From an optimization exercise on the open Yosys and OpenROAD flow, aimed at small area; shortcuts taken in it are not production practice. The RTL was checked by simulation tests, not by an equivalence proof against the original design.

==> inputs of trial 25 <==
==> flow/design.v (excerpt) <==
module miniplant_bridge #(
  parameter [15:0]  ANALOG_BASE    = 16'd0,
  parameter [15:0]  INFLAG_BASE    = 16'd0,
  parameter [15:0]  OUTFLAG_BASE   = 16'd8,
  parameter [15:0]  OUTFLAG2_BASE  = 16'd16,
  parameter [15:0]  OVERRIDE_COIL  = 16'd100,
  parameter [15:0]  ACT_BASE       = 16'd8,
  parameter integer ACT_COUNT      = 14,    
  parameter integer RX_DEPTH       = 32,    
  parameter integer RX_AW          = 5,
  parameter integer BACKOFF_CYCLES = 16     
) (
  input  wire         clk,
  input  wire         rst,
  input  wire         rx_valid,
  input  wire [7:0]   rx_data,
  output wire         tx_valid,
  output wire [7:0]   tx_data,
  input  wire         tx_ready,
  input  wire         ser_link_ok,
  input  wire         plc_link_ok,
  output wire         plc_req_valid,
  input  wire         plc_req_ready,
  output reg  [7:0]   plc_req_fc,
  output reg  [15:0]  plc_req_addr,
  output reg  [4:0]   plc_req_cnt,
  output reg  [79:0]  plc_req_wdata,
  input  wire         plc_rsp_valid,
  input  wire         plc_rsp_ok,
  input  wire [1:0]   plc_rsp_cause,
  input  wire [15:0]  plc_rsp_rdata,
  input  wire         shutdown_req,
  input  wire [63:0]  wallclock,
  output wire         pst_valid,
  output wire [151:0] pst_data,
  output wire         log_valid,
  output wire [31:0]  log_word,
  output wire         ser_close,
  output wire         plc_close,
  output wire [3:0]   fsm_state,
  output wire         rx_overflow_o
);
Settings: LEC_CHECK=0, ABC_AREA=1, CAP_MARGIN=20, CORE_MARGIN=2, CORE_UTILIZATION=60, PLACE_DENSITY=0.7, SLEW_MARGIN=20; clock period 6.0 ns.
standard.sh (not shown) runs the stock make flow with config.mk's settings and CLKGATE_MAP_FILE= SYNTH_SCRIPT=/design/flow/synth_recipe.tcl, a recipe that flattens the netlist after the stock synthesis.
==> flow/flow/run.sh <==
#!/bin/bash
# The standard layout (standard.sh), with these changes to how it is made:
# the port buffers use the smallest buffer cell (every port still gets one),
# the constant outputs share one tie cell, the clock tree is built from
# clusters of up to 18 flip-flops, each driven by a clkbuf_8, without dummy
# loads, and before the placement's repair_design every combinational cell
# is given its smallest drive strength (flow/downsize.tcl).  standard.sh's
# own output goes to standard.log; each ORFS step logs under orfs/logs.
export BUFFER_PORTS_ARGS="-buffer_cell sky130_fd_sc_hd__buf_1"
export SKIP_REPAIR_TIE_FANOUT=1
export CTS_ARGS="-sink_clustering_enable -repair_clock_nets -sink_clustering_size 18 -sink_clustering_max_diameter 60 -buf_list sky130_fd_sc_hd__clkbuf_8 -root_buf sky130_fd_sc_hd__clkbuf_16 -dont_use_dummy_load"
export PRE_RESIZE_TCL="$PWD/flow/downsize.tcl"
bash standard.sh > standard.log 2>&1
==> flow/flow/downsize.tcl <==
# Run before the placement's repair_design (ORFS's PRE_RESIZE hook): give
# every combinational cell the smallest drive strength of its function.
# repair_design, which runs right after, fixes any slew or load this breaks,
# and the later steps repair timing as usual.
set n_down 0
foreach inst [get_cells *] {
  set m [get_property $inst ref_name]
  if {![regexp {^sky130_fd_sc_hd__([a-z0-9]+)_([0-9]+)$} $m -> base sz]} { continue }
  if {[regexp {^(df|edf|sdf|sedf|dl|clk|tap|conb|fill|decap|diode|lpflow|probe)} $base]} { continue }
  foreach s {0 1 2} {
    if {$s >= $sz} { break }
    set cand [get_lib_cells -quiet */sky130_fd_sc_hd__${base}_${s}]
    if {[llength $cand] > 0} {
      replace_cell $inst [lindex $cand 0]
      incr n_down
      break
    }
  }
}
puts "downsize.tcl: downsized $n_down cells"
==> inputs of build 61, as changes to trial 25 <==
--- a/flow/design.v
+++ b/flow/design.v
@@ -165,14 +165,17 @@
   reg        rx_overflow;
   reg [63:0] frm;
   reg        ovr;
   reg [13:0] act;           
   reg [3:0]  cnt;           
   reg [63:0] wc_q;          
-  reg [1:0]  aux_q;         
-  reg [3:0]  prv;           
+  reg [1:0]  lnk_q;         
+  reg [1:0]  cause_q;       
+  reg [2:0]  op_q;          
+  reg        pst_valid_q;
+  reg        log_valid_q;
   wire       bad_start = frm[0];
   wire       bad_csum  = frm[1];
   wire [7:0] level1    = frm[9:2];      
   wire [7:0] level2    = frm[17:10];    
   wire [7:0] tds       = frm[25:18];
   wire [7:0] flow      = frm[33:26];
@@ -202,52 +205,60 @@
   wire is_plc_state = (st == S_WR_ANALOG)   || (st == S_RD_OVERRIDE)  ||
                       (st == S_WR_INFLAGS)  || (st == S_WR_OUTFLAGS)  ||
                       (st == S_WR_OUTFLAGS2)|| (st == S_RD_ACTUATORS);
   assign plc_req_valid = is_plc_state && !pend && !rst;
   wire req_fire = plc_req_valid && plc_req_ready;
   wire rsp_fire = is_plc_state && pend && plc_rsp_valid;
+  reg [2:0] cur_op;
   always @(*) begin
     plc_req_fc    = 8'h00;
     plc_req_addr  = 16'h0000;
     plc_req_cnt   = 5'd0;
     plc_req_wdata = 80'd0;
+    cur_op        = 3'd0;
     case (st)
       S_WR_ANALOG: begin
         plc_req_fc    = FC_WRITE_REGS;
         plc_req_addr  = ANALOG_BASE;
         plc_req_cnt   = 5'd5;
         plc_req_wdata = {8'h00, pressure, 8'h00, flow, 8'h00, tds,
                          8'h00, level2, 8'h00, level1};
+        cur_op        = 3'd0;
       end
       S_RD_OVERRIDE: begin
         plc_req_fc    = FC_READ_COILS;
         plc_req_addr  = OVERRIDE_COIL;
         plc_req_cnt   = 5'd1;
+        cur_op        = 3'd4;
       end
       S_WR_INFLAGS: begin
         plc_req_fc    = FC_WRITE_COILS;
         plc_req_addr  = INFLAG_BASE;
         plc_req_cnt   = 5'd8;
         plc_req_wdata = {72'd0, inF};
+        cur_op        = 3'd1;
       end
       S_WR_OUTFLAGS: begin
         plc_req_fc    = FC_WRITE_COILS;
         plc_req_addr  = OUTFLAG_BASE;
         plc_req_cnt   = 5'd8;
         plc_req_wdata = {72'd0, outF};
+        cur_op        = 3'd2;
       end
       S_WR_OUTFLAGS2: begin
         plc_req_fc    = FC_WRITE_COILS;
         plc_req_addr  = OUTFLAG2_BASE;
         plc_req_cnt   = 5'd6;
         plc_req_wdata = {74'd0, outF2};
+        cur_op        = 3'd3;
       end
       S_RD_ACTUATORS: begin
         plc_req_fc    = FC_READ_COILS;
         plc_req_addr  = ACT_BASE;
         plc_req_cnt   = ACT_COUNT[4:0];
+        cur_op        = 3'd5;
       end
       default: ;
     endcase
   end
   wire [1:0] txn = ovr ? 2'd3 : 2'd1;
   reg  [7:0] tx_byte;
@@ -265,48 +276,35 @@
   assign tx_data  = tx_byte;
   wire   tx_fire  = tx_valid && tx_ready;
   assign ser_close     = (st == S_TEARDOWN) && !rst;
   assign plc_close     = (st == S_TEARDOWN) && !rst;
   assign fsm_state     = st;
   assign rx_overflow_o = rx_overflow;
-  wire   log_evt = ((st == S_FAILED)  && (prv == S_INIT))   ||   
-                   ((st == S_AWAIT)   && (prv == S_DECODE)) ||   
-                   ((st == S_BACKOFF) && (prv != S_BACKOFF));    
-  assign pst_valid     = (st == S_AWAIT) && (prv == S_PERSIST) && !rst;
-  assign log_valid     = log_evt && !rst;
-  reg [2:0] gw_op;
-  always @(*) begin
-    case (prv)
-      S_RD_OVERRIDE:  gw_op = 3'd4;
-      S_WR_INFLAGS:   gw_op = 3'd1;
-      S_WR_OUTFLAGS:  gw_op = 3'd2;
-      S_WR_OUTFLAGS2: gw_op = 3'd3;
-      S_RD_ACTUATORS: gw_op = 3'd5;
-      default:        gw_op = 3'd0;    
-    endcase
-  end
+  assign pst_valid     = pst_valid_q && !rst;
+  assign log_valid     = log_valid_q && !rst;
   wire [7:0] applied0 = ovr ? act[7:0]  : outF;
   wire [7:0] applied1 = {2'b00, ovr ? act[13:8] : outF2};
   assign pst_data = {wc_q, applied1, applied0, {7'd0, ovr},
                      {2'b00, outF2}, outF, inF,
                      pressure, flow, tds, level2, level1};
   wire lg_start = (st == S_FAILED);
   wire lg_gw    = (st == S_BACKOFF);
   wire lg_bad   = !lg_start && !lg_gw && !start_ok;
   wire lg_csum  = !lg_start && !lg_gw && start_ok;
   assign log_word[3:0]   = lg_start ? 4'h5 : lg_gw ? 4'h4 : lg_bad ? 4'h2 : 4'h3;
-  assign log_word[7:4]   = lg_gw ? {1'b0, gw_op} : 4'hF;
-  assign log_word[9:8]   = lg_gw ? aux_q : 2'd0;
+  assign log_word[7:4]   = lg_gw ? {1'b0, op_q} : 4'hF;
+  assign log_word[9:8]   = lg_gw ? cause_q : 2'd0;
   assign log_word[15:10] = 6'd0;
-  assign log_word[23:16] = lg_start ? {6'd0, aux_q} :
+  assign log_word[23:16] = lg_start ? {6'd0, lnk_q} :
                            lg_gw    ? 8'h00 : level1;
   assign log_word[31:24] = lg_csum ? level2 : 8'h00;
   always @(posedge clk) begin
     wc_q    <= wallclock;
-    aux_q   <= (st == S_INIT) ? {!plc_link_ok, !ser_link_ok} : plc_rsp_cause;
-    prv     <= st;
+    lnk_q   <= {!plc_link_ok, !ser_link_ok};
+    cause_q <= plc_rsp_cause;
+    op_q    <= cur_op;
     if (rx_pop)
       frm <= rx_head;
     if (st == S_RD_ACTUATORS)
       act <= plc_rsp_rdata[13:0];
     if (st == S_RD_OVERRIDE)
       ovr <= plc_rsp_rdata[0];
@@ -319,45 +317,52 @@
       cnt <= 4'd0;
     if (rst) begin
       st          <= S_INIT;
       pend        <= 1'b0;
       shutdown    <= 1'b0;
       rx_overflow <= 1'b0;
+      pst_valid_q <= 1'b0;
+      log_valid_q <= 1'b0;
     end else begin
+      pst_valid_q <= 1'b0;
+      log_valid_q <= 1'b0;
       if (shutdown_req)
         shutdown <= 1'b1;
       if (rx_ovf_evt)
         rx_overflow <= 1'b1;
       if (req_fire)
         pend <= 1'b1;
       case (st)
         S_INIT: begin
           if (ser_link_ok && plc_link_ok) begin
             st <= S_AWAIT;
           end else begin
+            log_valid_q <= 1'b1;
             st          <= S_FAILED;
           end
         end
         S_AWAIT: begin
           if (shutdown)
             st <= S_TEARDOWN;
           else if (frame_ready)
             st <= S_DECODE;
         end
         S_DECODE: begin
           if (!start_ok || !csum_ok) begin
+            log_valid_q <= 1'b1;
             st          <= S_AWAIT;
           end else begin
             st          <= S_WR_ANALOG;
           end
         end
         S_WR_ANALOG, S_RD_OVERRIDE, S_WR_INFLAGS,
         S_WR_OUTFLAGS, S_WR_OUTFLAGS2, S_RD_ACTUATORS: begin
           if (rsp_fire) begin
             pend <= 1'b0;
             if (!plc_rsp_ok) begin
+              log_valid_q <= 1'b1;
               st          <= S_BACKOFF;
             end else begin
               case (st)
                 S_WR_ANALOG:    st <= S_RD_OVERRIDE;
                 S_RD_OVERRIDE:  st <= plc_rsp_rdata[0] ? S_RD_ACTUATORS
                                                        : S_WR_INFLAGS;
@@ -371,12 +376,13 @@
         end
         S_SEND_REPLY: begin
           if (!tx_more)
             st <= S_PERSIST;
         end
         S_PERSIST: begin
+          pst_valid_q <= 1'b1;
           st          <= S_AWAIT;
         end
         S_BACKOFF: begin
           if (cnt == BACKOFF_CYCLES - 1)
             st <= S_AWAIT;
         end
==> flow/flow/run.sh (replaced) <==
#!/bin/bash
# The standard layout (standard.sh), with these changes to how it is made:
# the port buffers use the smallest buffer cell (every port still gets one),
# the constant outputs share one tie cell, and the clock tree is built
# from smaller clock buffers.
export BUFFER_PORTS_ARGS="-buffer_cell sky130_fd_sc_hd__buf_1"
export SKIP_REPAIR_TIE_FANOUT=1
export CTS_ARGS="-sink_clustering_enable -repair_clock_nets -sink_clustering_size 20 -sink_clustering_max_diameter 50 -buf_list sky130_fd_sc_hd__clkbuf_8 -root_buf sky130_fd_sc_hd__clkbuf_16"
bash standard.sh > standard.log 2>&1
Settings changed: ABC_AREA 1 to not set.
removed: flow/flow/downsize.tcl
==> inputs of build 47, as changes to trial 25 <==
==> flow/flow/run.sh (replaced) <==
#!/bin/bash
# The standard layout (standard.sh), with these changes to how it is made:
# the port buffers use the smallest buffer cell (every port still gets one),
# the constant outputs share one tie cell, and the clock tree is built
# from smaller clock buffers.
export BUFFER_PORTS_ARGS="-buffer_cell sky130_fd_sc_hd__buf_1"
export SKIP_REPAIR_TIE_FANOUT=1
export CTS_ARGS="-sink_clustering_enable -repair_clock_nets -sink_clustering_size 20 -sink_clustering_max_diameter 50 -buf_list sky130_fd_sc_hd__clkbuf_8 -root_buf sky130_fd_sc_hd__clkbuf_16 -dont_use_dummy_load"
bash standard.sh > standard.log 2>&1
removed: flow/flow/downsize.tcl
==> flow_summary_export.csv <==
group,metric,value,unit
outcome,status,"complete, no violations",
hold_path,worstHoldStart,"u_rxq.r0[18]",
layout,buf_share,0.08574,
critical_path,r2r_end,"u_rxq.r1[5]",
detailed_routing,avgRoutedWirePerCell,17.31,microns
power_and_ir_drop,switchingPower,1.469,mW
sta,fin_worst_skew,39.37,ps
critical_path,r2r_slack,1880,ps
floorplan,core_area,24250,sq um
(the above is from trial 25)
==> flow_summary_export.csv <==
group,metric,value,unit
critical_path,r2r_slack,2200,ps
detailed_routing,avgRoutedWirePerCell,17.23,microns
hold_path,worstHoldStart,"u_rxq.r0[12]",
layout,buf_share,0.08471,
outcome,status,"complete, no violations",
sta,fin_worst_skew,49.23,ps
critical_path,r2r_end,"u_rxq.r1[34]",
power_and_ir_drop,switchingPower,1.494,mW
(the above is from build 47)
==> flow_summary_export.csv <==
group,metric,value,unit
outcome,status,"complete, no violations",
layout,buf_share,0.08396,
critical_path,r2r_slack,2180,ps
hold_path,worstHoldStart,"u_rxq.r0[42]",
detailed_routing,avgRoutedWirePerCell,18.40,microns
power_and_ir_drop,switchingPower,1.740,mW
(the above is from build 61)

[static timing again, ports no longer ideal]
No port has a modelled driver above. Below, the same layouts with a new extraction and two added sets of constraints.
Step 1: set_driving_cell puts a clkbuf_16 on clk and a buf_2 on each other input, an assumption about the parent block.
Step 2 moves the port delays by t, midway between the first and last clock arrival at a register: inputs arrive t later, outputs are due t later. That takes back most of the time a late clock gives input paths.
a / b / c = ideal / step 1 / step 2; a / b = the first two.
run | shift t [ns] | setup WS [ns] | worst setup path after step 2 | slew at the worst register clock pin (ns)
trial 25 | 0.555 | 1.743 / 1.758 / 1.212 | input to register | 0.11 / 0.11
build 61 | 0.546 | 1.576 / 1.527 / 2.074 | register to output | 0.11 / 0.11
build 47 | 0.536 | 1.998 / 1.948 / 2.197 | register to register | 0.11 / 0.11
After both steps every run listed still meets setup and hold. For trial 25, which loses most, drivers alone change the setup slack by +0.015 ns; drivers and shift together by -0.531 ns.
